From an optimization exercise on the open Yosys and OpenROAD flow, aimed at small area, a short achievable clock period and few clock cycles; shortcuts taken in it are not production practice.
Function was checked by simulation only, so behaviour that the tests miss may differ from the original.
No activity file was given, so power comes from the tool's default toggle rates.

===== design.v =====
module s345_rx (
    input  wire         clk,
    input  wire         rst_n,
    input  wire [31:0]  cfg_sync_pattern,
    input  wire [5:0]   cfg_sync_width,
    input  wire [31:0]  cfg_est_num,
    input  wire [15:0]  cfg_est_den,
    input  wire [3:0]   cfg_ch_min,
    input  wire [3:0]   cfg_ch_max,
    input  wire [31:0]  cfg_chan_vendor,
    input  wire [63:0]  cfg_poly,
    input  wire [63:0]  cfg_fxor,
    input  wire [15:0]  cfg_plan_len,
    input  wire [319:0] cfg_plan,
    input  wire         in_valid,
    input  wire         in_level,
    output wire         in_ready,
    output reg          m_valid,
    output wire [1:0]   m_vendor,
    output wire [3:0]   m_channel,
    output wire         m_hdr_present,
    output wire [31:0]  m_header,
    output wire [31:0]  m_txid,
    output wire [7:0]   m_state,
    output reg  [15:0]  cnt_sync,
    output reg  [15:0]  cnt_man_err,
    output reg  [15:0]  cnt_chan_err,
    output reg  [15:0]  cnt_zero_txid,
    output reg  [15:0]  cnt_crc_err
);
    localparam [2:0] S_SYNC = 3'd0, S_CH = 3'd1, S_HDR = 3'd2, S_TX = 3'd3,
                     S_ST = 3'd4, S_CRC = 3'd5;
    assign in_ready = 1'b1;
    reg  [31:0] e_num;
    reg  [15:0] e_den;
    reg  [5:0]  sw;          
    reg         rst_r;       
    always @(posedge clk) begin
        e_num <= cfg_est_num;
        e_den <= cfg_est_den;
        sw    <= cfg_sync_width;
        rst_r <= rst_n;
    end
    wire [4:0]  w_m1 = sw[4:0] - 5'd2;      
    wire [4:0]  w_m2 = sw[4:0] - 5'd3;      
    wire        rst = ~rst_r;
    reg         prev;
    reg  [15:0] c;
    reg  [15:0] h [1:30];
    reg  [4:0]  ntr;         
    reg  [20:0] S;
    reg         mode;        
    reg  [20:0] snap;
    reg  [34:0] q;           
    reg  [2:0]  st;
    reg  [2:0]  idx;
    reg  [4:0]  rem;         
    reg         zc;          
    reg         pv, pl;      
    reg  [31:0] sync;
    reg  [15:0] crc;
    reg  [2:0]  lo;          
    reg         chk;         
    reg         crc_bad;
    reg  [1:0]  vend;
    reg  [3:0]  chan;
    reg         hdr;
    reg  [31:0] header;
    reg  [31:0] txid;
    reg  [7:0]  sst;
    reg         pm1, pm2;    
    reg         pz0, pz1;    
    reg  [2:0]  ne_st;       
    reg  [4:0]  ne_rem;
    reg         ne_zc;
    reg         cp_ok;       
    reg  [1:0]  cp_vd;       
    assign m_vendor      = vend;
    assign m_channel     = chan;
    assign m_hdr_present = hdr;
    assign m_header      = header;
    assign m_txid        = txid;
    assign m_state       = sst;
    reg  v_r, l_r;
    always @(posedge clk) begin
        v_r <= in_valid & rst_n;
        l_r <= in_level;
    end
    wire push  = v_r;
    wire trans = push & (l_r != prev);
    wire b     = prev;
    reg  [15:0] hw;
    integer k;
    always @* begin
        hw = 16'd0;
        for (k = 2; k <= 30; k = k + 1)
            if (w_m1 == k[4:0]) hw = h[k];
    end
    wire [15:0] h1v = (ntr != 5'd0) ? h[1] : 16'd0;
    wire [15:0] hwv = (ntr >= w_m1) ? hw   : 16'd0;
    always @(posedge clk) begin
        if (trans) begin
            h[1] <= c;
            for (k = 2; k <= 30; k = k + 1)
                h[k] <= h[k-1];
        end
    end
    wire [31:0] n1    = mode ? {11'd0, snap} : e_num;
    wire [16:0] d2    = mode ? {11'd0, w_m2, 1'b0} : {e_den, 1'b0};
    wire        czero = (c == 16'd0);
    wire        ge1   = ~q[34];
    wire        ge2   = ~q[34] & (q[33:0] >= {1'b0, n1, 1'b0});
    wire        nz    = ~czero & ge1;           
    wire        n2    = ~czero & ge2;           
    wire [34:0] q1_est  = {17'd0, e_den, 1'b0} - {3'd0, e_num};
    wire [34:0] q1_lk   = {28'd0, w_m2, 1'b0} - {14'd0, S};
    wire [34:0] q1_snap = {28'd0, w_m2, 1'b0} - {14'd0, snap};
    wire [34:0] q1_cur  = mode ? q1_snap : q1_est;
    wire is_sync = (st == S_SYNC);
    wire fld     = (st == S_CH) | (st == S_HDR) | (st == S_TX) | (st == S_ST) | (st == S_CRC);
    wire m0      = b ? pz1 : pz0;
    wire [15:0] poly_v = cfg_poly[vend * 16 +: 16];
    wire [15:0] crc_p  = {crc[14:0], b} ^ (crc[15] ? poly_v : 16'd0);
    wire        tz     = (txid[30:0] == 31'd0) & ~b;
    reg         ev_sync, ev_chan, ev_zero, ev_chk;
    reg  [2:0]  lo_n;
    reg  [1:0]  ev_man;
    reg  [2:0]  st_n;
    reg  [2:0]  idx_n;
    reg  [4:0]  rem_n;
    reg         zc_n, pv_n, pl_n;
    reg  [31:0] sync_n;
    reg  [15:0] crc_n;
    reg  [1:0]  vend_n;
    reg  [3:0]  chan_n;
    reg         hdr_n;
    reg  [31:0] header_n, txid_n;
    reg  [7:0]  sst_n;
    reg         mode_n;
    reg  [20:0] snap_n;
    reg         endf;
    always @* begin
        st_n = st; idx_n = idx; rem_n = rem; zc_n = zc; pv_n = pv; pl_n = pl;
        sync_n = sync; crc_n = crc; vend_n = vend; chan_n = chan; hdr_n = hdr;
        header_n = header; txid_n = txid; sst_n = sst; mode_n = mode; snap_n = snap;
        ev_sync = 1'b0; ev_chan = 1'b0; ev_zero = 1'b0; ev_chk = 1'b0; lo_n = lo;
        ev_man = 2'd0; endf = 1'b0;
        if (trans && nz) begin
            if (is_sync) begin
                if (pm1 || (n2 && pm2)) begin
                    ev_sync = 1'b1;
                    st_n    = S_CH;
                    rem_n   = 5'd4;
                    crc_n   = 16'd0;
                    lo_n    = 3'd0;
                    mode_n  = 1'b1;
                    snap_n  = S;
                end
                sync_n = (n2 && !pm1) ? {sync[29:0], b, b} : {sync[30:0], b};
                if (n2 && pm1) begin
                    pv_n = 1'b1;
                    pl_n = b;
                end
            end else if (fld) begin
                if (!pv) begin
                    pv_n = 1'b1;
                    pl_n = b;
                    ev_man = {1'b0, n2};
                end else if (pl == b) begin
                    ev_man = n2 ? 2'd2 : 2'd1;
                end else begin
                    pv_n  = 1'b0;
                    crc_n = crc_p;
                    lo_n  = {lo[1:0], b};
                    case (st)
                        S_HDR: begin header_n = {header[30:0], b}; hdr_n = 1'b1; end
                        S_TX:  txid_n = {txid[30:0], b};
                        S_ST:  sst_n  = {sst[6:0], b};
                        default: ;
                    endcase
                    if (rem != 5'd1) begin
                        rem_n = rem - 5'd1;
                    end else begin
                        case (st)
                            S_CH: begin
                                if (cp_ok) begin
                                    vend_n   = cp_vd;
                                    chan_n   = {lo, b};
                                    hdr_n    = 1'b0;
                                    header_n = 32'd0;
                                    txid_n   = 32'd0;
                                    sst_n    = 8'd0;
                                end else begin
                                    ev_chan = 1'b1;
                                    endf    = 1'b1;
                                end
                            end
                            S_TX: begin
                                if (zc && tz) begin
                                    ev_zero = 1'b1;
                                    endf    = 1'b1;
                                end
                            end
                            S_CRC: begin
                                ev_chk = 1'b1;       
                                endf   = 1'b1;
                            end
                            default: ;
                        endcase
                        idx_n = (st == S_CH) ? 3'd0 : idx + 3'd1;
                        st_n  = ne_st;
                        rem_n = ne_rem;
                        zc_n  = ne_zc;
                    end
                    if (endf) begin
                        st_n   = S_SYNC;
                        sync_n = 32'd0;
                        mode_n = 1'b0;
                        if (n2) begin
                            sync_n = {31'd0, b};
                            if (m0) begin
                                ev_sync = 1'b1;
                                st_n    = S_CH;
                                rem_n   = 5'd4;
                                crc_n   = 16'd0;
                                lo_n    = 3'd0;
                                mode_n  = 1'b1;
                                snap_n  = S;
                            end
                        end
                    end else if (n2) begin
                        pv_n = 1'b1;
                        pl_n = b;
                    end
                end
            end
        end
    end
    wire        prev_d = trans ? l_r : prev;
    wire [31:0] sync_d = sync_n;
    wire [2:0]  st_d   = st_n;
    wire [1:0]  vend_d = vend_n;
    wire [15:0] fxor_v = cfg_fxor[vend * 16 +: 16];
    wire        crc_eq = (crc == fxor_v);
    wire [2:0]  idx_d  = idx_n;
    reg  [31:0] smask;
    integer i;
    always @* begin
        for (i = 0; i < 32; i = i + 1)
            smask[i] = (i < sw);
    end
    wire [31:0] pat = cfg_sync_pattern & smask;
    wire        pm1_d = (({sync_d[30:0], prev_d} & smask) == pat);
    wire        pm2_d = (({sync_d[29:0], prev_d, prev_d} & smask) == pat);
    wire        pz0_d = (pat == 32'd0);
    wire        pz1_d = (pat == 32'd1);
    wire [3:0]  chv_d  = {lo_n, prev_d};
    wire        cpok_d = (chv_d >= cfg_ch_min) && (chv_d <= cfg_ch_max);
    wire [1:0]  cpvd_d = cfg_chan_vendor[chv_d * 2 +: 2];
    reg  [2:0]  e0_st [0:3];
    reg  [4:0]  e0_rem [0:3];
    reg         e0_zc [0:3];
    integer v;
    always @* begin
        for (v = 0; v < 4; v = v + 1) begin
            e0_st[v]  = (cfg_plan_len[v*4 +: 4] == 4'd0) ? S_CRC : cfg_plan[v*80 +: 3];
            e0_rem[v] = (cfg_plan_len[v*4 +: 4] == 4'd0) ? 5'd16 : cfg_plan[v*80+4 +: 5];
            e0_zc[v]  = cfg_plan[v*80+3];
        end
    end
    wire [3:0]  lk_i   = {1'b0, idx_d} + 4'd1;
    wire [3:0]  lk_len = cfg_plan_len[vend_d * 4 +: 4];
    wire [9:0]  lk_ent = cfg_plan[{vend_d, lk_i[2:0]} * 10 +: 10];
    wire        lk_crc = !(lk_i < lk_len && !lk_i[3]);
    wire        in_ch  = (st_d == S_CH);
    always @(posedge clk) begin
        pm1    <= pm1_d;
        pm2    <= pm2_d;
        pz0    <= pz0_d;
        pz1    <= pz1_d;
        cp_ok  <= cpok_d;
        cp_vd  <= cpvd_d;
        ne_st  <= in_ch ? e0_st[cpvd_d]  : lk_crc ? S_CRC : lk_ent[2:0];
        ne_rem <= in_ch ? e0_rem[cpvd_d] : lk_crc ? 5'd16 : lk_ent[8:4];
        ne_zc  <= in_ch ? e0_zc[cpvd_d]  : lk_ent[3];
    end
    always @(posedge clk) begin
        prev <= rst ? 1'b0   : prev_d;
        sync <= rst ? 32'd0  : sync_d;
        st   <= rst ? S_SYNC : st_d;
        crc  <= crc_n;
        lo   <= lo_n;
        vend <= vend_d;
        idx  <= idx_d;
        rem <= rem_n; zc <= zc_n; pl <= pl_n; chan <= chan_n; hdr <= hdr_n;
        header <= header_n; txid <= txid_n; sst <= sst_n; snap <= snap_n;
        if (rst) begin
            c    <= 16'd0;
            ntr  <= 5'd0;
            S    <= 21'd0;
            mode <= 1'b0;
            pv   <= 1'b0;
        end else begin
            pv   <= pv_n;
            mode <= mode_n;
            if (push) begin
                if (trans) begin
                    c <= 16'd1;
                    if (ntr != 5'd31) ntr <= ntr + 5'd1;
                    S <= S + {5'd0, h1v} - {5'd0, hwv};
                    q <= ev_sync ? q1_lk : endf ? q1_est : q1_cur;
                end else if (czero) begin
                    c <= 16'd1;
                    q <= q1_cur;
                end else if (c != 16'hFFFF) begin
                    c <= c + 16'd1;
                    q <= q + {18'd0, d2};
                end
            end
        end
    end
    always @(posedge clk) begin
        if (rst) begin
            m_valid       <= 1'b0;
            chk           <= 1'b0;
            crc_bad       <= 1'b0;
            cnt_sync      <= 16'd0;
            cnt_man_err   <= 16'd0;
            cnt_chan_err  <= 16'd0;
            cnt_zero_txid <= 16'd0;
            cnt_crc_err   <= 16'd0;
        end else begin
            chk           <= ev_chk;
            m_valid       <= chk & crc_eq & rst_n;
            crc_bad       <= chk & ~crc_eq;
            cnt_sync      <= cnt_sync      + {15'd0, ev_sync};
            cnt_man_err   <= cnt_man_err   + {14'd0, ev_man};
            cnt_chan_err  <= cnt_chan_err  + {15'd0, ev_chan};
            cnt_zero_txid <= cnt_zero_txid + {15'd0, ev_zero};
            cnt_crc_err   <= cnt_crc_err   + {15'd0, crc_bad};
        end
    end
endmodule

===== config.mk =====
export PLATFORM = sky130hd
export DESIGN_NAME = s345_rx
export DESIGN_NICKNAME = s345_rx
export VERILOG_FILES = /design/flow/design.v
export SDC_FILE = /design/flow/constraint.sdc
export NUM_CORES = 4
export LEC_CHECK = 0
export CAP_MARGIN = 20
export CORE_MARGIN = 2
export CORE_UTILIZATION = 35
export PLACE_DENSITY = 0.6
export SLEW_MARGIN = 20

===== constraint.sdc =====
create_clock -name core_clock -period 36.0 [get_ports {clk}]
set_input_delay 7.2000 -clock core_clock [delete_from_list [all_inputs] [get_ports {clk}]]
set_output_delay 7.2000 -clock core_clock [all_outputs]
set_load 0.01 [all_outputs]

===== run.sh =====
#!/bin/bash
# synth_recipe.tcl (not shown) runs the flow's synth.tcl, then flattens the netlist and writes it again
# the make line also repeats each setting of config.mk as NAME=value (left out here)
make -C /OpenROAD-flow-scripts/flow DESIGN_CONFIG=/design/flow/config.mk WORK_HOME=/design/flow/orfs CLKGATE_MAP_FILE= SYNTH_SCRIPT=/design/flow/synth_recipe.tcl finish

==> results of run 1 <==
==> stage by stage <==
step | hold slack (ns) | setup WS [ns] | area, um^2
2_1_floorplan | 0.3855 | 20.73 | 47600
3_3_place_gp | 0.4229 | 25.92 | 56910
3_5_place_dp | 0.4117 | 25.86 | 56920
4_1_cts | 0.4182 | 26.12 | 60100
5_1_grt | 0.4371 | 26.16 | 60160
6_report | 0.4141 | 26.25 | 60170
==> worst reg2reg max path, delay by kind of cell (launching register included) <==
kind                       cells  cell delay [ns]
AOI/OAI and AO/OA             16             4.34
xor gates and xnor gates       1             0.18
adders and majority gates      3             1.13
buffers and inverters          7             1.43
DFF                            1             0.32
and+or+nand+nor                5             1.35
==> power by group through the flow <==
stage | Clock (uW) | Sequential [uW] | Combinational [uW]
after global placement | 0 | 1150 | 380
final | 1010 | 1130 | 386
after floorplan | 0 | 1160 | 233
after global routing | 1070 | 1140 | 423
after detailed placement | 0 | 1160 | 383
after CTS | 1030 | 1130 | 386
==> sequential cells by signal (all words and copies together) (netlist names), 6 cells and up <==
name,count
c,16
sst,8
e_den,16
crc,16
cnt_zero_txid,16
h,480
txid,32
cnt_chan_err,16
sync,31
cnt_man_err,16
header,32
snap,21
S,21
cnt_crc_err,16
q,35
e_num,32
cnt_sync,16
sw,6
==> worst paths after layout <==
| kind | end | slack, ns | from | cells past startpoint |
|---|---|---|---|---|
| hold / removal | zc | 0.41 | ne_zc | 0 |
| hold reg to reg | zc | 0.41 | ne_zc | 0 |
| setup / recovery | m_vendor[1] | 26.25 | vend[1] | 1 |
| setup reg to reg | S[20] | 27.16 | sw[1] | 32 |
==> area by class of cell <==
cell class / count / area [um^2]
sequential: 879 / 23970
timing repair buffer: 805 / 7880
clock inverter: 52 / 526.8
inverter: 144 / 548.0
antenna: 14 / 35.03
tap: 1781 / 2228
fill: 12660 / 75130
clock buffer: 128 / 2648
multi-input combinational: 3169 / 22340
==> kinds of logic (layout without fill, tap and decap cells) <==
family / after synthesis / count (layout) / share of synthesized area
muxes: 227 / 227 / 0.07704
DFF: 879 / 879 / 0.5034
adders and majority gates: 161 / 161 / 0.04558
buffers and inverters: 376 / 1129 / 0.03078
other: 1 / 15 / 0.00007878
xor gates and xnor gates: 241 / 241 / 0.04450
AOI/OAI and AO/OA: 1099 / 1099 / 0.1532
and+or+nand+nor: 1440 / 1440 / 0.1454
==> placed cells by master, fill, tap and decap left out, types with 84 or more instances in the layout <==
cell type / instances
xor2_1: 97
o21ai_0: 211
dfxtp_1: 239
nor2_1: 280
a21oi_1: 282
xnor2_1: 143
nand3_1: 119
nand2_1: 513
and2_1: 98
inv_1: 136
mux4_2: 108
edfxtp_1: 636
nor2b_1: 84
clkbuf_16: 100
ha_1: 137
clkdlybuf4s50_1: 721
==> routing by layer <==
layer / GRT usage / vias to the layer above / wire length [um]
li1: - / 18010 / -
met1: 0.2967 / 19220 / 69880
met3: 0.03359 / 294 / 9450
met4: 0.1267 / 2 / 9590
met2: 0.4339 / 1428 / 89860
met5: 0 / - / 13
==> flow_metrics.py, run 1 <==
metrics = {
    "global_route": {
        "grt_max_degree": 178,
        "grt_remaining_overflow": 0,
        "grt_overall_usage": 0.2478,
        "grt_antenna_before_repair": 27,
        "via_count_of_the_first_global_routing_pass": 38220,
        "grt_pass1_wl_um": 257300,
    },
    "power": {
        "fin_total_pwr_uw": 2530,
        "leakage_uw": 0.02102,
        "p_per_area_nw_per_um2": 42.04,
        "ir_worst_vdd_mv": 0.03584,
        "p_clk_frac": 0.399,
        "combinationalPowerShare": 0.152,
        "power_frac_seq": 0.448,
        "internal_power_uw": 1860,
        "sw_frac_of_total": 0.2648,
        "switchingPower_uw": 669.9,
    },
    "job": {
        "cap_violations": 0,
    },
    "synth": {
        "synthDistinctLibCells": 100,
        "synth_top_area_frac": 0.4012,
        "dominantRegCellSynth": "edfxtp_1",
        "ys_seq_area_frac": 0.5034,
        "netlist.top_cell.by_area": "edfxtp_1",
        "ys.warnings.count": 5,
        "synthMostInstantiatedCell": "edfxtp_1",
        "netlist_top_cells_area": "edfxtp_1, dfxtp_1, mux4_2",
        "post_synth.cell_area_avg_um2": 10.76,
        "postSynthCellCount": 4424,
        "synth.ff_latch_count": 879,
        "synth.top_cells.by_count": "edfxtp_1, nand2_1, a21oi_1, nor2_1, dfxtp_1",
        "ys_async_sr_fraction": 0,
        "synth.net_count": 5178,
        "cell_area_synth_um2": 47600,
        "post_synth_edffs": 636,
    },
    "clock_tree": {
        "tritoncts.num_buffers": 99,
        "cts_max_level": 3,
        "clock_insertion_delay_worst_skew_ns": 0.72,
        "cts_resized": 0,
        "clk_pin_slew_ns": 0.06,
        "clock_tree.buffer_depth": 3,
        "cts_tree": "built",
        "post-cts-setup-buffer-count": 0,
        "clock_sinks": 879,
        "cts_root_buffer_type": "clkbuf_16",
        "ctsHoldBuffers": 0,
    },
    "timing": {
        "slew_headroom": 0.2228,
        "timing.fmax_ghz": 0.1025,
        "finalHoldViolCount": 0,
        "final_min_period_over_clock_period": 0.2709,
        "timing.final.crit_period_ns": 9.753,
        "finalClockSkew_ns": 0.03863,
        "timing_max_transition_violations_final": 0,
        "worst-slew-pin-transition_ns": 1.166,
        "setup_viol_count_final": 0,
        "finalSetupTns_ns": 0,
        "grt_setup_unrepaired": "no",
    },
    "drt": {
        "drc": 0,
        "initialDrtViolationCount": 3571,
        "finalWirelength_um": 178800,
        "drt_first_pass_iters": 7,
        "postRouteAntennaNets": 0,
        "wl_per_cell_um": 25.64,
        "detailroute.via_count": 38960,
        "routed_via_density": 5.587,
    },
    "setup_path": {
        "timing.critical_path.to_type": "primary output",
        "timing.critical_path.cells": "clkdlybuf4s50_1",
        "slowest_stage": "dfxtp_2",
        "cp_slowest_stage_delay_ns": 0.93,
        "critPathLaunchType": "flip-flop",
        "crit_buf_inv": 1,
        "timing.critical_path.max_delay_family": "flip-flops",
        "critical_path_required_ns": 28.80,
        "timing.critical_path.fanout_max": 34,
        "timing.setup.critical_path_class": "reg2out",
        "cp.arrival_ns": 2.55,
    },
    "placement": {
        "port_buffers": 721,
        "dpl.cell_count": 6777,
        "hpwlAfterDp_um": 137200,
        "routability_driven_placement_congestion_ratio": 0.9482,
    },
    "cells_and_area": {
        "final_cell_count_no_fill": 6972,
        "final_core_utilization": 0.4447,
        "finalNetCount": 5852,
        "drive_gt1_frac": 0.08422,
        "synthesis_to_finish_area_growth_pct": 26.41,
    },
    "worst_hold_path": {
        "worst_hold_path_type": "reg2reg",
    },
    "floorplan": {
        "core.rowCount": 135,
        "dieArea_um2": 139000,
        "num_io_pins": 755,
        "initial_standard_cell_utilization_of_the_core": 0.3518,
        "design.core.area_um2": 135300,
        "die_x_um": 372.8,
        "fp.dieH_um": 372.8,
    },
    "outcome": {
        "status": "complete, no violations",
    },
}
Testbench counts, summed over its fixed seeds: cycles 113,360.
==> run 2, diff against run 1 <==
--- a/design.v
+++ b/design.v
@@ -28,25 +28,43 @@
     output reg  [15:0]  cnt_zero_txid,
     output reg  [15:0]  cnt_crc_err
 );
+    reg  [31:0] smask_c;     
+    integer ic;
+    always @* begin
+        for (ic = 0; ic < 32; ic = ic + 1)
+            smask_c[ic] = (ic < cfg_sync_width);
+    end
     localparam [2:0] S_SYNC = 3'd0, S_CH = 3'd1, S_HDR = 3'd2, S_TX = 3'd3,
                      S_ST = 3'd4, S_CRC = 3'd5;
     assign in_ready = 1'b1;
     reg  [31:0] e_num;
     reg  [15:0] e_den;
     reg  [5:0]  sw;          
+    reg  [4:0]  w_m1;        
+    reg  [4:0]  w_m2;        
     reg         rst_r;       
+    reg  [4:0]  be;          
+    wire [4:0]  v_dl = cfg_sync_width[4:0] - 5'd3;    
+    wire        b14  = (v_dl >= 5'd16);
+    wire [4:0]  v_lo = b14 ? v_dl - 5'd14 : v_dl;
+    reg  [31:0] chv_tab;     
+    reg  [31:0] pat;         
     always @(posedge clk) begin
+        chv_tab <= cfg_chan_vendor;
+        pat   <= cfg_sync_pattern & smask_c;
         e_num <= cfg_est_num;
         e_den <= cfg_est_den;
         sw    <= cfg_sync_width;
+        w_m1  <= cfg_sync_width[4:0] - 5'd2;
+        w_m2  <= cfg_sync_width[4:0] - 5'd3;
         rst_r <= rst_n;
+        be    <= {b14, v_lo[3:0]};
     end
-    wire [4:0]  w_m1 = sw[4:0] - 5'd2;      
-    wire [4:0]  w_m2 = sw[4:0] - 5'd3;      
     wire        rst = ~rst_r;
     reg         prev;
     reg  [15:0] c;
-    reg  [15:0] h [1:30];
+    reg  [15:0] h1;
+    reg  [15:0] hd [0:28];   
     reg  [4:0]  ntr;         
     reg  [20:0] S;
     reg         mode;        
@@ -70,12 +88,14 @@
     reg  [7:0]  sst;
     reg         pm1, pm2;    
     reg         pz0, pz1;    
-    reg  [2:0]  ne_st;       
-    reg  [4:0]  ne_rem;
+    reg  [2:0]  ne_kind;     
+    reg  [4:0]  ne_w;
     reg         ne_zc;
+    reg  [3:0]  ne_len;      
     reg         cp_ok;       
     reg  [1:0]  cp_vd;       
-    assign m_vendor      = vend;
+    reg  [1:0]  vend_o;      
+    assign m_vendor      = vend_o;
     assign m_channel     = chan;
     assign m_hdr_present = hdr;
     assign m_header      = header;
@@ -89,20 +109,25 @@
     wire push  = v_r;
     wire trans = push & (l_r != prev);
     wire b     = prev;
-    reg  [15:0] hw;
+    wire [15:0] o1  = be[0] ? hd[0]  : h1;
+    wire [15:0] o2  = be[1] ? hd[2]  : o1;
+    wire [15:0] o4  = be[2] ? hd[6]  : o2;
+    wire [15:0] o8  = be[3] ? hd[14] : o4;
+    wire [15:0] hw  = be[4] ? hd[28] : o8;       
+    wire [15:0] h1v = (ntr != 5'd0) ? h1 : 16'd0;
+    wire [15:0] hwv = (ntr >= w_m1) ? hw : 16'd0;
     integer k;
-    always @* begin
-        hw = 16'd0;
-        for (k = 2; k <= 30; k = k + 1)
-            if (w_m1 == k[4:0]) hw = h[k];
-    end
-    wire [15:0] h1v = (ntr != 5'd0) ? h[1] : 16'd0;
-    wire [15:0] hwv = (ntr >= w_m1) ? hw   : 16'd0;
     always @(posedge clk) begin
         if (trans) begin
-            h[1] <= c;
-            for (k = 2; k <= 30; k = k + 1)
-                h[k] <= h[k-1];
+            h1     <= c;
+            hd[0]  <= h1;
+            hd[1]  <= o1;
+            hd[3]  <= o2;
+            hd[7]  <= o4;
+            hd[15] <= o8;
+            for (k = 1; k <= 28; k = k + 1)
+                if (k != 1 && k != 3 && k != 7 && k != 15)
+                    hd[k] <= hd[k-1];
         end
     end
     wire [31:0] n1    = mode ? {11'd0, snap} : e_num;
@@ -122,6 +147,8 @@
     wire [15:0] poly_v = cfg_poly[vend * 16 +: 16];
     wire [15:0] crc_p  = {crc[14:0], b} ^ (crc[15] ? poly_v : 16'd0);
     wire        tz     = (txid[30:0] == 31'd0) & ~b;
+    wire [3:0]  idx1   = {1'b0, idx} + 4'd1;
+    wire        ne_crc = (st == S_CH) ? (ne_len == 4'd0) : !(idx1 < ne_len && !idx1[3]);
     reg         ev_sync, ev_chan, ev_zero, ev_chk;
     reg  [2:0]  lo_n;
     reg  [1:0]  ev_man;
@@ -151,8 +178,6 @@
                     ev_sync = 1'b1;
                     st_n    = S_CH;
                     rem_n   = 5'd4;
-                    crc_n   = 16'd0;
-                    lo_n    = 3'd0;
                     mode_n  = 1'b1;
                     snap_n  = S;
                 end
@@ -170,7 +195,8 @@
                     ev_man = n2 ? 2'd2 : 2'd1;
                 end else begin
                     pv_n  = 1'b0;
-                    crc_n = crc_p;
+                    if (st != S_CH)          crc_n = crc_p;
+                    else if (rem == 5'd1)    crc_n = {12'd0, lo, b};
                     lo_n  = {lo[1:0], b};
                     case (st)
                         S_HDR: begin header_n = {header[30:0], b}; hdr_n = 1'b1; end
@@ -208,8 +234,8 @@
                             default: ;
                         endcase
                         idx_n = (st == S_CH) ? 3'd0 : idx + 3'd1;
-                        st_n  = ne_st;
-                        rem_n = ne_rem;
+                        st_n  = ne_crc ? S_CRC : ne_kind;
+                        rem_n = ne_crc ? 5'd16 : ne_w;
                         zc_n  = ne_zc;
                     end
                     if (endf) begin
@@ -222,8 +248,6 @@
                                 ev_sync = 1'b1;
                                 st_n    = S_CH;
                                 rem_n   = 5'd4;
-                                crc_n   = 16'd0;
-                                lo_n    = 3'd0;
                                 mode_n  = 1'b1;
                                 snap_n  = S;
                             end
@@ -249,30 +273,20 @@
         for (i = 0; i < 32; i = i + 1)
             smask[i] = (i < sw);
     end
-    wire [31:0] pat = cfg_sync_pattern & smask;
     wire        pm1_d = (({sync_d[30:0], prev_d} & smask) == pat);
     wire        pm2_d = (({sync_d[29:0], prev_d, prev_d} & smask) == pat);
     wire        pz0_d = (pat == 32'd0);
     wire        pz1_d = (pat == 32'd1);
     wire [3:0]  chv_d  = {lo_n, prev_d};
     wire        cpok_d = (chv_d >= cfg_ch_min) && (chv_d <= cfg_ch_max);
-    wire [1:0]  cpvd_d = cfg_chan_vendor[chv_d * 2 +: 2];
-    reg  [2:0]  e0_st [0:3];
-    reg  [4:0]  e0_rem [0:3];
-    reg         e0_zc [0:3];
-    integer v;
-    always @* begin
-        for (v = 0; v < 4; v = v + 1) begin
-            e0_st[v]  = (cfg_plan_len[v*4 +: 4] == 4'd0) ? S_CRC : cfg_plan[v*80 +: 3];
-            e0_rem[v] = (cfg_plan_len[v*4 +: 4] == 4'd0) ? 5'd16 : cfg_plan[v*80+4 +: 5];
-            e0_zc[v]  = cfg_plan[v*80+3];
-        end
-    end
-    wire [3:0]  lk_i   = {1'b0, idx_d} + 4'd1;
-    wire [3:0]  lk_len = cfg_plan_len[vend_d * 4 +: 4];
-    wire [9:0]  lk_ent = cfg_plan[{vend_d, lk_i[2:0]} * 10 +: 10];
-    wire        lk_crc = !(lk_i < lk_len && !lk_i[3]);
+    wire [1:0]  cpvd_d = chv_tab[chv_d * 2 +: 2];
     wire        in_ch  = (st_d == S_CH);
+    wire [2:0]  lk_e   = idx_d + 3'd1;
+    wire [9:0]  lk_ent1 = cfg_plan[{vend_d, lk_e} * 10 +: 10];
+    wire [3:0]  lk_len1 = cfg_plan_len[vend_d * 4 +: 4];
+    wire [9:0]  lk_ent0 = cfg_plan[cpvd_d * 80 +: 10];
+    wire [3:0]  lk_len0 = cfg_plan_len[cpvd_d * 4 +: 4];
+    wire [9:0]  lk_ent  = in_ch ? lk_ent0 : lk_ent1;
     always @(posedge clk) begin
         pm1    <= pm1_d;
         pm2    <= pm2_d;
@@ -280,9 +294,10 @@
         pz1    <= pz1_d;
         cp_ok  <= cpok_d;
         cp_vd  <= cpvd_d;
-        ne_st  <= in_ch ? e0_st[cpvd_d]  : lk_crc ? S_CRC : lk_ent[2:0];
-        ne_rem <= in_ch ? e0_rem[cpvd_d] : lk_crc ? 5'd16 : lk_ent[8:4];
-        ne_zc  <= in_ch ? e0_zc[cpvd_d]  : lk_ent[3];
+        ne_kind <= lk_ent[2:0];
+        ne_w    <= lk_ent[8:4];
+        ne_zc   <= lk_ent[3];
+        ne_len  <= in_ch ? lk_len0 : lk_len1;
     end
     always @(posedge clk) begin
         prev <= rst ? 1'b0   : prev_d;
@@ -291,6 +306,7 @@
         crc  <= crc_n;
         lo   <= lo_n;
         vend <= vend_d;
+        vend_o <= rst ? 2'd0 : vend_d;
         idx  <= idx_d;
         rem <= rem_n; zc <= zc_n; pl <= pl_n; chan <= chan_n; hdr <= hdr_n;
         header <= header_n; txid <= txid_n; sst <= sst_n; snap <= snap_n;
==> flow/run.sh (new file) <==
#!/bin/bash
# The standard layout (the standard.sh: ORFS synthesis to finish), with
# one change: the buffers that placement puts on every input and output port
# are sky130_fd_sc_hd__buf_1 instead of the buffer ORFS picks by default
# (clkdlybuf4s50_1, a delay cell).
set -euo pipefail
bash standard.sh finish "BUFFER_PORTS_ARGS=-buffer_cell sky130_fd_sc_hd__buf_1" > standard.log 2>&1
==> standard.sh (new file) <==
#!/bin/bash
# synth_recipe.tcl (not shown) runs the flow's synth.tcl, then flattens the netlist and writes it again
# the make line also repeats each setting of config.mk as NAME=value (left out here)
make -C /OpenROAD-flow-scripts/flow DESIGN_CONFIG=/design/flow/config.mk WORK_HOME=/design/flow/orfs CLKGATE_MAP_FILE= SYNTH_SCRIPT=/design/flow/synth_recipe.tcl "${@:-finish}"
--- a/config.mk
+++ b/config.mk
@@ -8,5 +8,7 @@
 export CAP_MARGIN = 20
 export CORE_MARGIN = 2
 export CORE_UTILIZATION = 35
+export CTS_CLUSTER_DIAMETER = 100
+export CTS_CLUSTER_SIZE = 20
 export PLACE_DENSITY = 0.6
 export SLEW_MARGIN = 20
removed: run.sh
==> run 2 against run 1 <==
Against the previous run:
- fmax grew 12%
- critical endpoint is now cnt_sync[3]
- core utilization shrank 4.1 points
- wire length shrank 15%
- largest cell class unchanged
- critical path type unchanged
- clock power shrank about 30%
- first-iteration DRC count shrank 28%
- synthesized area shrank 2.3%
- critical path depth is the same
- largest power group unchanged
- power shrank 10%
- count of clock-buffer cells in the layout shrank 29
==> flow_metrics.py, run 2 <==
metrics = {
    "drt": {
        "initialDrtViolationCount": 2584,
        "drt_first_pass_iters": 6,
        "routed_via_density": 5.291,
        "detailroute.via_count": 34450,
        "postRouteAntennaNets": 0,
        "drc": 0,
        "finalWirelength_um": 151600,
        "wl_per_cell_um": 23.28,
    },
    "synth": {
        "synth_top_area_frac": 0.4106,
        "dominantRegCellSynth": "edfxtp_1",
        "synthDistinctLibCells": 101,
        "synthMostInstantiatedCell": "edfxtp_1",
        "ys.warnings.count": 2,
        "post_synth.cell_area_avg_um2": 11.50,
        "netlist.top_cell.by_area": "edfxtp_1",
        "synth.top_cells.by_count": "edfxtp_1, nand2_1, nor2_1, dfxtp_1, a21oi_1",
        "ys_seq_area_frac": 0.5509,
        "synth.net_count": 4798,
        "ys_async_sr_fraction": 0,
        "synth.ff_latch_count": 962,
        "post_synth_edffs": 636,
        "postSynthCellCount": 4044,
        "netlist_top_cells_area": "edfxtp_1, dfxtp_1, mux4_2",
        "cell_area_synth_um2": 46520,
    },
    "setup_path": {
        "timing.critical_path.fanout_max": 5,
        "timing.rr.end": "pm2",
        "cp_slowest_stage_delay_ns": 0.41,
        "timing.critical_path.max_delay_family": "flip-flops",
        "reg2reg_slack_ns": 28.90,
        "critical_path_required_ns": 28.80,
        "timing.setup.critical_path_class": "reg2out",
        "cp.arrival_ns": 1.48,
        "critPathLaunchType": "flip-flop",
        "critical_path.reg2reg.startpoint": "mode",
        "timing.critical_path.from": "cnt_sync[3]",
        "worst-r2r-cell-count": 16,
        "slowest_stage": "dfxtp_1",
        "crit_buf_inv": 1,
        "timing.critical_path.cells": "buf_1",
        "timing.critical_path.to_type": "primary output",
    },
    "timing": {
        "timing.final.crit_period_ns": 8.680,
        "grt_setup_unrepaired": "no",
        "setup_viol_count_final": 0,
        "timing.fmax_ghz": 0.1152,
        "final_hold_slack_ns": 0.3932,
        "finalSetupTns_ns": 0,
        "finalHoldViolCount": 0,
        "slew_headroom": 0.3044,
        "worst-slew-pin-transition_ns": 1.035,
        "finalClockSkew_ns": 0.05344,
        "timing_max_transition_violations_final": 0,
        "final_min_period_over_clock_period": 0.2411,
    },
    "clock_tree": {
        "cts_root_buffer_type": "clkbuf_16",
        "cts_tree": "built",
        "clock_tree.buffer_depth": 3,
        "cts_resized": 0,
        "tritoncts.num_buffers": 59,
        "clk_pin_slew_ns": 0.09,
        "clock_insertion_delay_worst_skew_ns": 0.70,
        "cts_max_level": 2,
        "clock_sinks": 962,
        "ctsHoldBuffers": 0,
        "post-cts-setup-buffer-count": 0,
    },
    "cells_and_area": {
        "layout.filler_cells": 12740,
        "most-common-layout-cells": "buf_1, edfxtp_1, nand2_1, nor2_1, dfxtp_1",
        "layout.cells.most_common": "buf_1",
        "regMostFlops": "hd",
        "final_cell_count_no_fill": 6510,
        "top_regs": "hd x464, q x35",
        "finalNetCount": 5444,
        "largest_reg_flops": 464,
        "drive_gt1_frac": 0.08145,
        "final_core_utilization": 0.4033,
        "synthesis_to_finish_area_growth_pct": 14.13,
    },
    "power": {
        "p_per_area_nw_per_um2": 42.90,
        "leakage_uw": 0.01832,
        "fin_total_pwr_uw": 2277,
        "ir_worst_vdd_mv": 0.04295,
    },
    "floorplan": {
        "core.rowCount": 133,
        "design.core.area_um2": 131600,
        "dieArea_um2": 135800,
        "initial_standard_cell_utilization_of_the_core": 0.3534,
        "die_x_um": 368.6,
        "num_io_pins": 755,
        "fp.dieH_um": 368.6,
    },
    "placement": {
        "dpl.cell_count": 6383,
        "port_buffers": 721,
        "routability_driven_placement_congestion_ratio": 0.9916,
        "hpwlAfterDp_um": 115800,
    },
    "worst_hold_path": {
        "worst_hold_startpoint": "hd[11][11]",
        "worst_hold_path_type": "reg2reg",
        "min_path_cells": 0,
        "worstHoldEndpoint": "hd[12][11]",
    },
    "global_route": {
        "grt_antenna_before_repair": 26,
        "via_count_of_the_first_global_routing_pass": 33510,
        "grt_overall_usage": 0.2172,
        "grt_remaining_overflow": 0,
        "grt_pass1_wl_um": 220600,
        "grt_max_degree": 168,
    },
    "outcome": {
        "status": "complete, no violations",
    },
    "job": {
        "cap_violations": 0,
    },
}
## run 2: layout make-up
type / instances / area [um^2] / area share
Antenna cell: 16 / 40.04 / 0.0007541
Clock buffer: 99 / 1679 / 0.03163
Clock inverter: 11 / 136.4 / 0.002569
Inverter: 180 / 685.7 / 0.01291
Multi-Input combinational cell: 2708 / 19550 / 0.3681
Sequential cell: 962 / 25630 / 0.4828
Tap cell: 1755 / 2196 / 0.04136
Timing Repair Buffer: 779 / 3178 / 0.05986
## run 2: cell families after synthesis
logic type	Yosys count	synth area share
adders and majority gates	160	0.04643
other	1	0.00008062
and+or+nand+nor	1268	0.1286
muxes	306	0.09845
DFF	962	0.5509
AOI/OAI and AO/OA	744	0.1002
buffers and inverters	374	0.03222
xor gates and xnor gates	229	0.04312
## run 2: report_power, final
group / switching (uW) / leakage, uW / total (uW) / internal [uW]
combinational: 186 / 0.00920 / 325 / 139
clock: 385 / 0.000871 / 711 / 326
sequential: 28.3 / 0.00826 / 1240 / 1210
total: 599 / 0.0183 / 2280 / 1680
## run 2: stage by stage
stage          instance area, um^2  setup WS [ns]
2_1_floorplan                46520          20.02
3_3_place_gp                 51190          26.61
3_5_place_dp                 51200          26.62
4_1_cts                      53010          27.29
5_1_grt                      53090          27.26
6_report                     53090          27.32
## run 2: worst max-delay path by stage
stage,end,slack (ns),cells after the start
final,cnt_sync[3],27.32,1
after global routing,cnt_chan_err[2],27.26,1
after CTS,m_vendor[1],27.29,1
after detailed placement,be[3],26.62,6
after global placement,be[3],26.61,6
after floorplan,q[14],20.02,6
## run 2: routing by layer
metal  GRT usage  vias to the layer above  part of all wire
li1            -                    16120                 -
met1      0.2659                    16880              0.40
met2      0.3706                     1153              0.50
met3     0.03119                      287             0.050
met4      0.1148                        6             0.056
met5           0                        -           0.00025
Testbench counts of run 2, summed over its fixed seeds: cycles 113,360.
==> run 3, diff against run 2 <==
==> run.sh (new file) <==
#!/bin/bash
# synth_recipe.tcl (not shown) runs the flow's synth.tcl, then flattens the netlist and writes it again
# the make line also repeats each setting of config.mk as NAME=value (left out here)
make -C /OpenROAD-flow-scripts/flow DESIGN_CONFIG=/design/flow/config.mk WORK_HOME=/design/flow/orfs CLKGATE_MAP_FILE= SYNTH_SCRIPT=/design/flow/synth_recipe.tcl finish
removed: flow/run.sh
removed: standard.sh
==> run 3 against run 2 <==
Against the previous run:
- die area is the same
- sequential power hardly changed
- wire length rose by 0.86%
- sequential share of layout area shrank 3.7 points
- setup slack worse by 0.41 ns
- largest power group unchanged
==> flow_metrics.py, run 3 <==
metrics = {
    "cells_and_area": {
        "most-common-layout-cells": "clkdlybuf4s50_1, edfxtp_1, nand2_1, nor2_1, dfxtp_1",
        "largest_reg_flops": 464,
        "drive_gt1_frac": 0.08046,
        "layout.cells.most_common": "clkdlybuf4s50_1",
        "layout.filler_cells": 12280,
        "regMostFlops": "hd",
        "top_regs": "hd x464, q x35",
        "final_core_utilization": 0.4370,
        "stdcell_area_um2": 57520,
        "synthesis_to_finish_area_growth_pct": 23.65,
        "finalNetCount": 5439,
        "final_cell_count_no_fill": 6501,
    },
    "timing": {
        "finalSetupTns_ns": 0,
        "final_min_period_over_clock_period": 0.2526,
        "timing_max_transition_violations_final": 0,
        "timing.fmax_ghz": 0.1100,
        "setup_viol_count_final": 0,
        "slew_headroom": 0.2050,
        "grt_setup_unrepaired": "no",
        "timing.final.crit_period_ns": 9.095,
        "finalHoldViolCount": 0,
        "worst-slew-pin-transition_ns": 1.182,
        "finalClockSkew_ns": 0.03743,
    },
    "synth": {
        "synthDistinctLibCells": 101,
        "synth_top_area_frac": 0.4106,
        "postSynthCellCount": 4044,
        "post_synth.cell_area_avg_um2": 11.50,
        "ys_seq_area_frac": 0.5509,
        "ys.warnings.count": 2,
        "netlist_top_cells_area": "edfxtp_1, dfxtp_1, mux4_2",
        "netlist.top_cell.by_area": "edfxtp_1",
        "ys_async_sr_fraction": 0,
        "dominantRegCellSynth": "edfxtp_1",
        "synth.net_count": 4798,
        "synthMostInstantiatedCell": "edfxtp_1",
        "cell_area_synth_um2": 46520,
        "synth.ff_latch_count": 962,
        "post_synth_edffs": 636,
        "synth.top_cells.by_count": "edfxtp_1, nand2_1, nor2_1, dfxtp_1, a21oi_1",
    },
    "setup_path": {
        "cp.arrival_ns": 1.89,
        "timing.critical_path.cells": "clkdlybuf4s50_1",
        "critical_path_required_ns": 28.80,
        "timing.critical_path.max_delay_family": "buffers and inverters",
        "reg2reg_slack_ns": 29.37,
        "crit_buf_inv": 1,
        "cp_slowest_stage_delay_ns": 0.64,
        "slowest_stage": "clkdlybuf4s50_1",
        "critPathLaunchType": "flip-flop",
        "cp.depth": 1,
        "timing.critical_path.fanout_max": 9,
        "timing.critical_path.to_type": "primary output",
        "worst-r2r-cell-count": 16,
        "timing.setup.critical_path_class": "reg2out",
    },
    "outcome": {
        "status": "complete, no violations",
    },
    "placement": {
        "dpl.cell_count": 6379,
        "port_buffers": 721,
        "placement.cell_area_um2": 55680,
        "routability_driven_placement_congestion_ratio": 0.9612,
        "hpwlAfterDp_um": 117200,
    },
    "clock_tree": {
        "cts_max_level": 2,
        "cts_tree": "built",
        "clk_pin_slew_ns": 0.09,
        "clock_insertion_delay_worst_skew_ns": 0.70,
        "ctsHoldBuffers": 0,
        "cts_root_buffer_type": "clkbuf_16",
        "clock_tree.buffer_depth": 3,
        "tritoncts.num_buffers": 58,
        "cts_resized": 0,
        "post-cts-setup-buffer-count": 0,
        "clock_sinks": 962,
    },
    "global_route": {
        "grt_max_degree": 218,
        "grt_antenna_before_repair": 25,
        "grt_pass1_wl_um": 221400,
        "grt_remaining_overflow": 0,
        "via_count_of_the_first_global_routing_pass": 33560,
        "grt_overall_usage": 0.2175,
    },
    "power": {
        "leakage_uw": 0.02024,
        "fin_total_pwr_uw": 2309,
        "power_frac_seq": 0.536,
        "sw_frac_of_total": 0.2592,
        "p_clk_frac": 0.305,
        "internal_power_uw": 1711,
        "combinationalPowerShare": 0.158,
        "ir_worst_vdd_mv": 0.03015,
        "p_per_area_nw_per_um2": 40.15,
        "switchingPower_uw": 598.5,
    },
    "floorplan": {
        "design.core.area_um2": 131600,
        "die_x_um": 368.6,
        "initial_standard_cell_utilization_of_the_core": 0.3534,
        "dieArea_um2": 135800,
        "fp.dieH_um": 368.6,
        "core.rowCount": 133,
        "num_io_pins": 755,
    },
    "drt": {
        "detailroute.via_count": 34340,
        "drc": 0,
        "postRouteAntennaNets": 0,
        "initialDrtViolationCount": 2813,
        "drt_first_pass_iters": 6,
        "finalWirelength_um": 152900,
        "routed_via_density": 5.282,
        "wl_per_cell_um": 23.52,
    },
    "worst_hold_path": {
        "worst_hold_path_type": "reg2reg",
        "min_path_cells": 0,
    },
    "job": {
        "cap_violations": 0,
    },
}
==> run 3: cell counts after synthesis <==
Identical to the previous run, type by type.
==> run 3: power by group through the flow <==
| stage | Sequential [uW] | Combinational (uW) | Clock, uW |
|---|---|---|---|
| floorplan | 1260 | 227 | 0 |
| global placement | 1260 | 361 | 0 |
| detailed placement | 1260 | 364 | 0 |
| CTS | 1240 | 366 | 730 |
| global route | 1240 | 401 | 764 |
| finish | 1240 | 366 | 705 |
==> run 3: metal layers <==
metal  global-route usage  wire, um
met3              0.02862      7066
met5                    0         0
met4              0.09309      7464
met2               0.3870     77440
met1               0.2628     60910
==> run 3: logic make-up after synthesis <==
| group | Yosys count | share of synthesized area |
|---|---|---|
| and+or+nand+nor | 1268 | 0.1286 |
| DFF | 962 | 0.5509 |
| AOI/OAI and AO/OA | 744 | 0.1002 |
| buffers and inverters | 374 | 0.03222 |
| muxes | 306 | 0.09845 |
| xor gates and xnor gates | 229 | 0.04312 |
| adders and majority gates | 160 | 0.04643 |
| other | 1 | 0.00008062 |
==> run 3: layout make-up <==
class	count	area [um^2]	share of cell area
sequential	962	25630	0.4456
multi-input combinational	2708	19540	0.3397
timing repair buffer	775	7659	0.1332
tap	1755	2196	0.03818
clock buffer	97	1619	0.02815
inverter	180	685.7	0.01192
clock inverter	13	162.7	0.002828
antenna	11	27.53	0.0004786
==> run 3: worst paths after layout <==
path | from | endpoint
worst max-delay path | cnt_crc_err[2] | cnt_crc_err[2]
worst min-delay path | hd[16][6] | hd[17][6]
worst max register to register | mode | pm1
worst min register to register | hd[16][6] | hd[17][6]
==> run 3: through the flow <==
stage	hold slack (ns)	worst slack, ns
after floorplan	0.3855	20.02
after global placement	0.3916	26.21
after detailed placement	0.3887	26.22
after CTS	0.3947	26.87
after global routing	0.4129	26.84
final	0.3936	26.91
==> run 4, diff against run 3 <==
--- a/design.v
+++ b/design.v
@@ -44,7 +44,7 @@
     reg  [4:0]  w_m2;        
     reg         rst_r;       
     reg  [4:0]  be;          
-    wire [4:0]  v_dl = cfg_sync_width[4:0] - 5'd3;    
+    wire [4:0]  v_dl = sw[4:0] - 5'd3;      
     wire        b14  = (v_dl >= 5'd16);
     wire [4:0]  v_lo = b14 ? v_dl - 5'd14 : v_dl;
     reg  [31:0] chv_tab;     
@@ -55,8 +55,8 @@
         e_num <= cfg_est_num;
         e_den <= cfg_est_den;
         sw    <= cfg_sync_width;
-        w_m1  <= cfg_sync_width[4:0] - 5'd2;
-        w_m2  <= cfg_sync_width[4:0] - 5'd3;
+        w_m1  <= sw[4:0] - 5'd2;
+        w_m2  <= sw[4:0] - 5'd3;
         rst_r <= rst_n;
         be    <= {b14, v_lo[3:0]};
     end
@@ -137,10 +137,6 @@
     wire        ge2   = ~q[34] & (q[33:0] >= {1'b0, n1, 1'b0});
     wire        nz    = ~czero & ge1;           
     wire        n2    = ~czero & ge2;           
-    wire [34:0] q1_est  = {17'd0, e_den, 1'b0} - {3'd0, e_num};
-    wire [34:0] q1_lk   = {28'd0, w_m2, 1'b0} - {14'd0, S};
-    wire [34:0] q1_snap = {28'd0, w_m2, 1'b0} - {14'd0, snap};
-    wire [34:0] q1_cur  = mode ? q1_snap : q1_est;
     wire is_sync = (st == S_SYNC);
     wire fld     = (st == S_CH) | (st == S_HDR) | (st == S_TX) | (st == S_ST) | (st == S_CRC);
     wire m0      = b ? pz1 : pz0;
@@ -260,6 +256,12 @@
             end
         end
     end
+    wire        q_rst = trans | czero;
+    wire [31:0] n1_n  = mode_n ? {11'd0, snap_n} : e_num;
+    wire [16:0] d2_n  = mode_n ? {11'd0, w_m2, 1'b0} : {e_den, 1'b0};
+    wire [34:0] q_a   = q_rst ? ~{3'd0, n1_n} : q;
+    wire [16:0] q_b   = q_rst ? d2_n : d2;
+    wire [34:0] q_sum = q_a + {18'd0, q_b} + {34'd0, q_rst};
     wire        prev_d = trans ? l_r : prev;
     wire [31:0] sync_d = sync_n;
     wire [2:0]  st_d   = st_n;
@@ -324,13 +326,13 @@
                     c <= 16'd1;
                     if (ntr != 5'd31) ntr <= ntr + 5'd1;
                     S <= S + {5'd0, h1v} - {5'd0, hwv};
-                    q <= ev_sync ? q1_lk : endf ? q1_est : q1_cur;
+                    q <= q_sum;
                 end else if (czero) begin
                     c <= 16'd1;
-                    q <= q1_cur;
+                    q <= q_sum;
                 end else if (c != 16'hFFFF) begin
                     c <= c + 16'd1;
-                    q <= q + {18'd0, d2};
+                    q <= q_sum;
                 end
             end
         end
==> flow/run.sh (new file) <==
#!/bin/bash
# The standard layout (the standard.sh: ORFS synthesis to finish), with
# one change: the buffers that placement puts on every input and output port
# are sky130_fd_sc_hd__buf_1 instead of the buffer ORFS picks by default
# (clkdlybuf4s50_1, a delay cell).
set -euo pipefail
bash standard.sh finish "BUFFER_PORTS_ARGS=-buffer_cell sky130_fd_sc_hd__buf_1" > standard.log 2>&1
==> standard.sh (new file) <==
#!/bin/bash
# synth_recipe.tcl (not shown) runs the flow's synth.tcl, then flattens the netlist and writes it again
# the make line also repeats each setting of config.mk as NAME=value (left out here)
make -C /OpenROAD-flow-scripts/flow DESIGN_CONFIG=/design/flow/config.mk WORK_HOME=/design/flow/orfs CLKGATE_MAP_FILE= SYNTH_SCRIPT=/design/flow/synth_recipe.tcl "${@:-finish}"
removed: run.sh
==> run 4 against run 3 <==
Against the previous run:
- die area fell by 6.7%
- sequential power barely moved
- fmax rose by 1.9%
- power fell by 5.4%
- first-iteration DRC count fell by 17%
- clock skew rose by 0.0082 ns
- design area fell by 13%
- synthesized cell count fell by 13%
- via count fell by 13%
- global-route usage fell by 1.8 points
- combinational power fell by about 30%
- register-to-register slack got worse by 2.3 ns
- critical path type is now reg2reg
- critical endpoint is now q[22]
==> flow_metrics.py, run 4 <==
metrics = {
    "power": {
        "power_frac_seq": 0.563,
        "combinationalPowerShare": 0.118,
        "p_clk_frac": 0.319,
        "internal_power_uw": 1636,
        "switchingPower_uw": 547.2,
        "sw_frac_of_total": 0.2506,
        "leakage_uw": 0.01752,
        "p_per_area_nw_per_um2": 43.81,
        "fin_total_pwr_uw": 2184,
        "ir_worst_vdd_mv": 0.04430,
    },
    "synth": {
        "synth_top_area_frac": 0.4259,
        "synth.net_count": 4242,
        "post_synth.cell_area_avg_um2": 12.31,
        "synthAdderAreaFrac": 0.03976,
        "ys_seq_area_frac": 0.5866,
        "synth.ff_latch_count": 963,
        "synth.top_cells.by_count": "edfxtp_1, nor2_1, dfxtp_1, nand2_1, mux2i_1",
        "synthDistinctLibCells": 84,
        "netlist_top_cells_area": "edfxtp_1, dfxtp_1, mux4_2",
        "post_synth_edffs": 615,
        "synth-xor-area-share": 0.04282,
        "postSynthCellCount": 3521,
        "cell_area_synth_um2": 43360,
        "synth_compound_gate_area_share": 0.06383,
        "ys.warnings.count": 2,
        "synthMostInstantiatedCell": "edfxtp_1",
        "synth_simple_gate_area_frac": 0.1109,
        "netlist.top_cell.by_area": "edfxtp_1",
        "dominantRegCellSynth": "edfxtp_1",
        "mux_share_of_post_synthesis_cell_area": 0.1307,
        "ys_async_sr_fraction": 0,
        "largest_family_of_logic_cells_by_synthesized_area": "multiplexers",
    },
    "setup_path": {
        "timing.critical_path.to_type": "flip-flop",
        "critPathLaunchType": "flip-flop",
        "cp_slowest_stage_delay_ns": 0.79,
        "crit_top_cell": "a21oi_1",
        "timing.critical_path.fanout_max": 24,
        "worst-r2r-cell-count": 30,
        "cp.arrival_ns": 9.39,
        "critical_path_required_ns": 36.47,
        "timing.setup.critical_path_class": "reg2reg",
        "reg2reg_slack_ns": 27.08,
        "timing.rr.end": "q[22]",
        "slowest_stage": "o21ai_0",
        "critical_path.reg2reg.startpoint": "mode",
    },
    "floorplan": {
        "num_io_pins": 755,
        "design.core.area_um2": 123300,
        "fp.dieH_um": 356.0,
        "die_x_um": 356.0,
        "dieArea_um2": 126700,
        "core.rowCount": 129,
        "initial_standard_cell_utilization_of_the_core": 0.3516,
    },
    "global_route": {
        "grt_overall_usage": 0.2000,
        "grt_antenna_before_repair": 12,
        "grt_pass1_wl_um": 188400,
        "grt_util_met2": 0.3344,
        "grt_remaining_overflow": 0,
        "grt-busiest-layer": "met2",
        "via_count_of_the_first_global_routing_pass": 28700,
        "grt_util_met1": 0.2524,
        "global_route.usage.met3": 0.02940,
        "grt_max_degree": 196,
    },
    "drt": {
        "detailroute.via_count": 29720,
        "routed_via_density": 5.047,
        "postRouteAntennaNets": 0,
        "initialDrtViolationCount": 2338,
        "wl_per_cell_um": 22.17,
        "finalWirelength_um": 130600,
        "drt_first_pass_iters": 5,
        "drc": 0,
    },
    "worst_hold_path": {
        "worstHoldEndpoint": "zc",
        "worst_hold_startpoint": "ne_zc",
        "min_path_cells": 0,
        "worst_hold_path_type": "reg2reg",
    },
    "timing": {
        "finalHoldViolCount": 0,
        "worst_setup_slack_final_ns": 27.08,
        "finalClockSkew_ns": 0.04566,
        "final_min_period_over_clock_period": 0.2478,
        "setup_viol_count_final": 0,
        "timing_max_transition_violations_final": 0,
        "finalSetupTns_ns": 0,
        "slew_headroom": 0.2799,
        "timing.final.crit_period_ns": 8.923,
        "timing.fmax_ghz": 0.1121,
        "grt_setup_unrepaired": "no",
        "worst-slew-pin-transition_ns": 1.072,
    },
    "placement": {
        "dp_worst_setup_slack_ns": 26.73,
        "hpwlAfterDp_um": 99290,
        "placement.cell_area_um2": 48010,
        "port_buffers": 721,
        "routability_driven_placement_congestion_ratio": 0.9835,
    },
    "clock_tree": {
        "clock_sinks": 963,
        "tritoncts.num_buffers": 57,
        "clock_tree.buffer_depth": 3,
        "clk_pin_slew_ns": 0.09,
        "ctsHoldBuffers": 0,
        "cts_root_buffer_type": "clkbuf_16",
        "cts_resized": 0,
        "cts_tree": "built",
        "post-cts-setup-buffer-count": 0,
        "clock_insertion_delay_worst_skew_ns": 0.72,
        "cts_max_level": 2,
    },
    "outcome": {
        "status": "complete, no violations",
    },
    "cells_and_area": {
        "most-common-layout-cells": "buf_1, edfxtp_1, nor2_1, dfxtp_1, nand2_1",
        "largest_reg_flops": 464,
        "layout.cells.most_common": "buf_1",
        "stdcell_area_um2": 49850,
        "regMostFlops": "hd",
        "final_core_utilization": 0.4042,
        "layout.filler_cells": 11880,
        "top_regs": "hd x464, q x34",
        "finalNetCount": 4910,
        "synthesis_to_finish_area_growth_pct": 14.96,
        "drive_gt1_frac": 0.08992,
    },
    "job": {
        "cap_violations": 0,
    },
}
-- run 4: changes by cell type in the layout (fill, tap and decap cells not counted), moves of 29 or more --
cell / change
nor2_1: +30
a21oi_1: -87
o22ai_1: -29
nand3_1: -35
inv_1: -53
ha_1: -30
nand2_1: -93
xnor2_1: -41
nand2b_1: -30
clkdlybuf4s50_1: -721
buf_1: +721
mux2i_1: +87
-- run 4: logic make-up (layout without fill, tap and decap cells) --
group / after synthesis / in the layout
AND/OR/NAND/NOR: 1051 / 1051
flip-flops: 963 / 963
AO/OA/AOI/OAI: 460 / 460
multiplexers: 419 / 419
buffers and inverters: 288 / 1004
XOR/XNOR: 212 / 212
adder cells (fa/ha/maj): 127 / 127
other: 1 / 16
-- run 4: how the worst max path moves through the flow --
stage | from | to | slack, ns
after floorplan | prev | h1[0] | 20.96
after global placement | cfg_plan[72] | ne_kind[2] | 26.78
after detailed placement | cfg_fxor[52] | m_valid | 26.73
after CTS | txid[24] | m_txid[24] | 26.91
after global routing | mode | q[22] | 26.45
final | mode | q[22] | 27.08
-- run 4: per-stage QoR --
step                hold WS, ns  std cells
finish                   0.3873       5889
global route             0.3872       5889
CTS                      0.3903       5873
detailed placement       0.3974       5766
global placement         0.3929       5766
floorplan                0.3680       3521
-- run 4: worst max-delay path, delay by kind of cell, from the launching register on --
kind | cells | cell delay, ns
AO/OA/AOI/OAI | 18 | 4.84
adder cells (fa/ha/maj) | 2 | 0.73
flip-flops | 1 | 0.32
AND/OR/NAND/NOR | 4 | 1.14
multiplexers | 3 | 0.76
buffers and inverters | 3 | 0.83
-- run 4: power groups by stage --
stage | logic (uW) | clock network, uW | registers (uW)
2_1_floorplan | 174 | 0 | 1260
3_3_place_gp | 253 | 0 | 1250
3_5_place_dp | 255 | 0 | 1250
4_1_cts | 257 | 725 | 1230
5_1_grt | 284 | 761 | 1230
6_report | 257 | 697 | 1230
-- run 4: routing by layer --
| layer | up-vias | wire length (um) | share of wire |
|---|---|---|---|
| met5 | - | 0 | 0 |
| met4 | 0 | 6209 | 0.048 |
| met3 | 173 | 6279 | 0.048 |
| met2 | 858 | 64250 | 0.49 |
| met1 | 14610 | 53830 | 0.41 |
| li1 | 14080 | - | - |
-- run 4: area by class of cell --
class	instances	area [um^2]	area share
flip-flops and latches	963	25440	0.5103
multi-input cells	2270	16940	0.3399
repair buffers	774	3137	0.06293
well taps	1637	2048	0.04109
clock buffers	96	1604	0.03218
inverters	123	473.0	0.009488
clock inverters	11	167.7	0.003364
diodes	15	37.54	0.0007530
Testbench counts of run 4, summed over its fixed seeds: cycles 113,360.
==> run 5, diff against run 4 <==
--- a/design.v
+++ b/design.v
@@ -70,6 +70,9 @@
     reg         mode;        
     reg  [20:0] snap;
     reg  [34:0] q;           
+    reg         fresh;       
+    reg         fE1, fE2;    
+    reg         fL1, fL2;    
     reg  [2:0]  st;
     reg  [2:0]  idx;
     reg  [4:0]  rem;         
@@ -133,8 +136,8 @@
     wire [31:0] n1    = mode ? {11'd0, snap} : e_num;
     wire [16:0] d2    = mode ? {11'd0, w_m2, 1'b0} : {e_den, 1'b0};
     wire        czero = (c == 16'd0);
-    wire        ge1   = ~q[34];
-    wire        ge2   = ~q[34] & (q[33:0] >= {1'b0, n1, 1'b0});
+    wire        ge1   = fresh ? (mode ? fL1 : fE1) : ~q[34];
+    wire        ge2   = fresh ? (mode ? fL2 : fE2) : ~q[34] & (q[33:0] >= {1'b0, n1, 1'b0});
     wire        nz    = ~czero & ge1;           
     wire        n2    = ~czero & ge2;           
     wire is_sync = (st == S_SYNC);
@@ -256,12 +259,21 @@
             end
         end
     end
-    wire        q_rst = trans | czero;
-    wire [31:0] n1_n  = mode_n ? {11'd0, snap_n} : e_num;
-    wire [16:0] d2_n  = mode_n ? {11'd0, w_m2, 1'b0} : {e_den, 1'b0};
-    wire [34:0] q_a   = q_rst ? ~{3'd0, n1_n} : q;
-    wire [16:0] q_b   = q_rst ? d2_n : d2;
-    wire [34:0] q_sum = q_a + {18'd0, q_b} + {34'd0, q_rst};
+    wire [34:0] q_a   = fresh ? ~{3'd0, n1} : q;
+    wire [17:0] q_b   = fresh ? {d2, 1'b0} : {1'b0, d2};
+    wire [34:0] q_sum = q_a + {17'd0, q_b} + {34'd0, fresh};
+    wire [17:0] e3    = {2'd0, e_num[15:0]} + {1'b0, e_num[15:0], 1'b0};
+    wire        fE1_d = (e_num[31:17] == 15'd0) && ({e_den, 1'b0} >= e_num[16:0]);
+    wire        fE2_d = (e_num[31:16] == 16'd0) && ({1'b0, e_den, 1'b0} >= e3);
+    wire [22:0] s3    = {2'd0, snap_n} + {1'b0, snap_n, 1'b0};
+    wire        fL1_d = ({15'd0, w_m2, 1'b0} >= snap_n);
+    wire        fL2_d = ({17'd0, w_m2, 1'b0} >= s3);
+    always @(posedge clk) begin
+        fE1 <= fE1_d;
+        fE2 <= fE2_d;
+        fL1 <= fL1_d;
+        fL2 <= fL2_d;
+    end
     wire        prev_d = trans ? l_r : prev;
     wire [31:0] sync_d = sync_n;
     wire [2:0]  st_d   = st_n;
@@ -314,6 +326,7 @@
         header <= header_n; txid <= txid_n; sst <= sst_n; snap <= snap_n;
         if (rst) begin
             c    <= 16'd0;
+            fresh <= 1'b0;
             ntr  <= 5'd0;
             S    <= 21'd0;
             mode <= 1'b0;
@@ -324,14 +337,15 @@
             if (push) begin
                 if (trans) begin
                     c <= 16'd1;
+                    fresh <= 1'b1;
                     if (ntr != 5'd31) ntr <= ntr + 5'd1;
                     S <= S + {5'd0, h1v} - {5'd0, hwv};
-                    q <= q_sum;
                 end else if (czero) begin
                     c <= 16'd1;
-                    q <= q_sum;
+                    fresh <= 1'b1;
                 end else if (c != 16'hFFFF) begin
                     c <= c + 16'd1;
+                    fresh <= 1'b0;
                     q <= q_sum;
                 end
             end
==> run 5 against run 4 <==
Against the previous run:
- combinational power up 16%
- still clean
- non-clock buffer count up 9
- via count up 21%
- sequential cell count up 5
- design area up 9.4%
- global-route usage up 2.3 points
- critical path depth down 29
- critical path type is now reg2out
- wire length up 24%
==> flow_metrics.py, run 5 <==
metrics = {
    "cells_and_area": {
        "most-common-layout-cells": "buf_1, edfxtp_1, nand2_1, nor2_1, dfxtp_1",
        "regMostFlops": "hd",
        "stdcell_area_um2": 54540,
        "finalNetCount": 5718,
        "multiInputGateArea_um2": 20990,
        "final_core_utilization": 0.4021,
        "largest_reg_flops": 464,
        "layout.cells.most_common": "buf_1",
        "area.sequential_um2": 25540,
        "drive_gt1_frac": 0.07212,
        "layout.filler_cells": 13220,
    },
    "timing": {
        "grt_setup_unrepaired": "no",
        "timing.fmax_ghz": 0.1125,
        "worst-slew-pin-transition_ns": 1.159,
        "finalSetupTns_ns": 0,
        "finalClockSkew_ns": 0.04201,
        "slew_headroom": 0.2275,
        "finalHoldViolCount": 0,
        "setup_viol_count_final": 0,
        "timing_max_transition_violations_final": 0,
        "final_min_period_over_clock_period": 0.2469,
        "timing.final.crit_period_ns": 8.889,
    },
    "drt": {
        "detailroute.wirelength.met3_um": 8309,
        "initialDrtViolationCount": 3139,
        "routed_via_density": 5.339,
        "finalWirelength_um": 162300,
        "met2_wirelength_um": 77470,
    },
    "synth": {
        "ys_seq_area_frac": 0.5331,
        "ys.warnings.count": 2,
        "netlist.top_cell.by_area": "edfxtp_1",
        "cell_area_synth_um2": 47900,
        "post_synth.cell_area_avg_um2": 11.25,
        "synthDistinctLibCells": 94,
        "synth_top_area_frac": 0.3856,
        "synth.top_cells.by_count": "edfxtp_1, nand2_1, nor2_1, dfxtp_1, mux2i_1",
        "ys_async_sr_fraction": 0,
        "synthMostInstantiatedCell": "edfxtp_1",
        "synth.ff_latch_count": 968,
    },
    "clock_tree": {
        "clk_pin_slew_ns": 0.09,
        "cts_max_level": 2,
        "clock_insertion_delay_worst_skew_ns": 0.72,
        "clock_tree.buffer_depth": 3,
        "ctsHoldBuffers": 0,
        "post-cts-setup-buffer-count": 0,
        "cts_resized": 0,
    },
    "placement": {
        "port_buffers": 721,
        "routability_driven_placement_congestion_ratio": 0.9961,
    },
    "floorplan": {
        "dieArea_um2": 139800,
        "fp.dieH_um": 373.9,
        "num_io_pins": 755,
        "design.core.area_um2": 135600,
        "die_x_um": 373.9,
    },
    "setup_path": {
        "critPathLaunchType": "flip-flop",
        "timing.critical_path.fanout_max": 2,
        "timing.setup.critical_path_class": "reg2out",
        "timing.critical_path.to_type": "primary output",
        "timing.critical_path.max_delay_family": "buffers and inverters",
        "timing.critical_path.from": "txid[31]",
    },
    "global_route": {
        "grt_antenna_before_repair": 24,
        "grt_overall_usage": 0.2231,
        "grt_pass1_wl_um": 232100,
        "via_count_of_the_first_global_routing_pass": 34480,
        "grt_max_degree": 146,
        "grt_remaining_overflow": 0,
    },
    "power": {
        "p_per_area_nw_per_um2": 41.26,
        "fin_total_pwr_uw": 2250,
        "ir_worst_vdd_mv": 0.03814,
        "leakage_uw": 0.01890,
    },
    "outcome": {
        "status": "complete, no violations",
    },
    "job": {
        "cap_violations": 0,
    },
    "worst_hold_path": {
        "worst_hold_path_type": "reg2reg",
    },
}
## run 5: metal layers
layer,global-route usage,vias up
li1,-,16930
met1,0.2771,17520
met2,0.3722,1252
met3,0.02956,320
met4,0.1296,6
met5,0,-
## run 5: stage by stage
| step | setup slack (ns) | hold slack (ns) | instances |
|---|---|---|---|
| global route | 27.01 | 0.4126 | 6746 |
| detailed placement | 26.77 | 0.4045 | 6621 |
| floorplan | 20.83 | 0.3680 | 4256 |
| global placement | 26.79 | 0.4000 | 6621 |
| CTS | 26.95 | 0.4173 | 6731 |
| finish | 27.11 | 0.4096 | 6748 |
## run 5: where the power goes
| part | total [uW] | internal, uW | switching [uW] |
|---|---|---|---|
| clock | 713 | 321 | 391 |
| sequential | 1240 | 1210 | 23.4 |
| combinational | 299 | 123 | 176 |
## run 5: worst reg2reg max path, cell delays in order, from the launching register on
cell and delay [ns]:
dfxtp_2 0.32, buf_4 0.54, mux2i_1 0.39, ha_1 0.28, a21oi_1 0.15, o21ai_0 0.21
a2111oi_0 0.92, a21oi_1 0.41, o21ai_1 0.22, buf_4 0.29, a21oi_1 0.19, o31ai_4 0.27
buf_4 0.41, mux2_2 0.48, ha_1 0.21, a21o_1 0.16, a21oi_1 0.25, o21ai_0 0.21
o41ai_1 0.65, o21ai_0 0.34, o21a_1 0.30, o21a_1 0.18, o311ai_0 0.46, nand4_1 0.16
nor3_1 0.24
## run 5: area by class of cell
class / instances / share of cell area
clock inverter: 15 / 0.003602
multi-input combinational: 2895 / 0.3848
timing repair buffer: 783 / 0.05816
antenna: 17 / 0.0007800
tap: 1781 / 0.04086
inverter: 194 / 0.01363
sequential: 968 / 0.4683
clock buffer: 95 / 0.02994
## run 5: cell families after synthesis
group / share of synthesized area
mux: 0.1046
other cells: 0.00007829
xor+xnor: 0.03472
buf+inv: 0.03197
fa+ha+maj: 0.06139
simple gates: 0.1242
flops: 0.5331
compound gates: 0.1099
## run 5: worst paths after layout
kind                              endpoint  slack (ns)  depth (start not counted)
worst max-delay path            m_txid[31]       27.11                          1
worst min-delay path             hd[20][6]        0.41                          0
worst max register to register         fL2       27.63                         24
worst min register to register   hd[20][6]        0.41                          0
Testbench counts of run 5, summed over its fixed seeds: cycles 113,360.

[static timing again, ports no longer ideal]
How much do the figures lean on ideal ports? The routed layouts below were timed once more, with nothing changed but the port constraints. Step 1: set_driving_cell puts a clkbuf_16 on clk and a buf_2 on each other input, an assumption about the parent block. Step 2 also shifts input and output timing later by t, the mid clock arrival at the registers, as if the neighbouring blocks saw the same clock. Three values: no drivers, after step 1, after step 2; two values: the first two.
run	shift t [ns]	slack for setup (ns)
run 1	0.778	26.247 / 26.171 / 25.661
run 2	0.746	27.320 / 27.243 / 26.731
run 3	0.752	26.905 / 26.832 / 26.261
run 4	0.767	27.078 / 27.031 / 26.635
run 5	0.772	27.111 / 27.034 / 26.795
After both steps setup and hold are still met in every run listed.
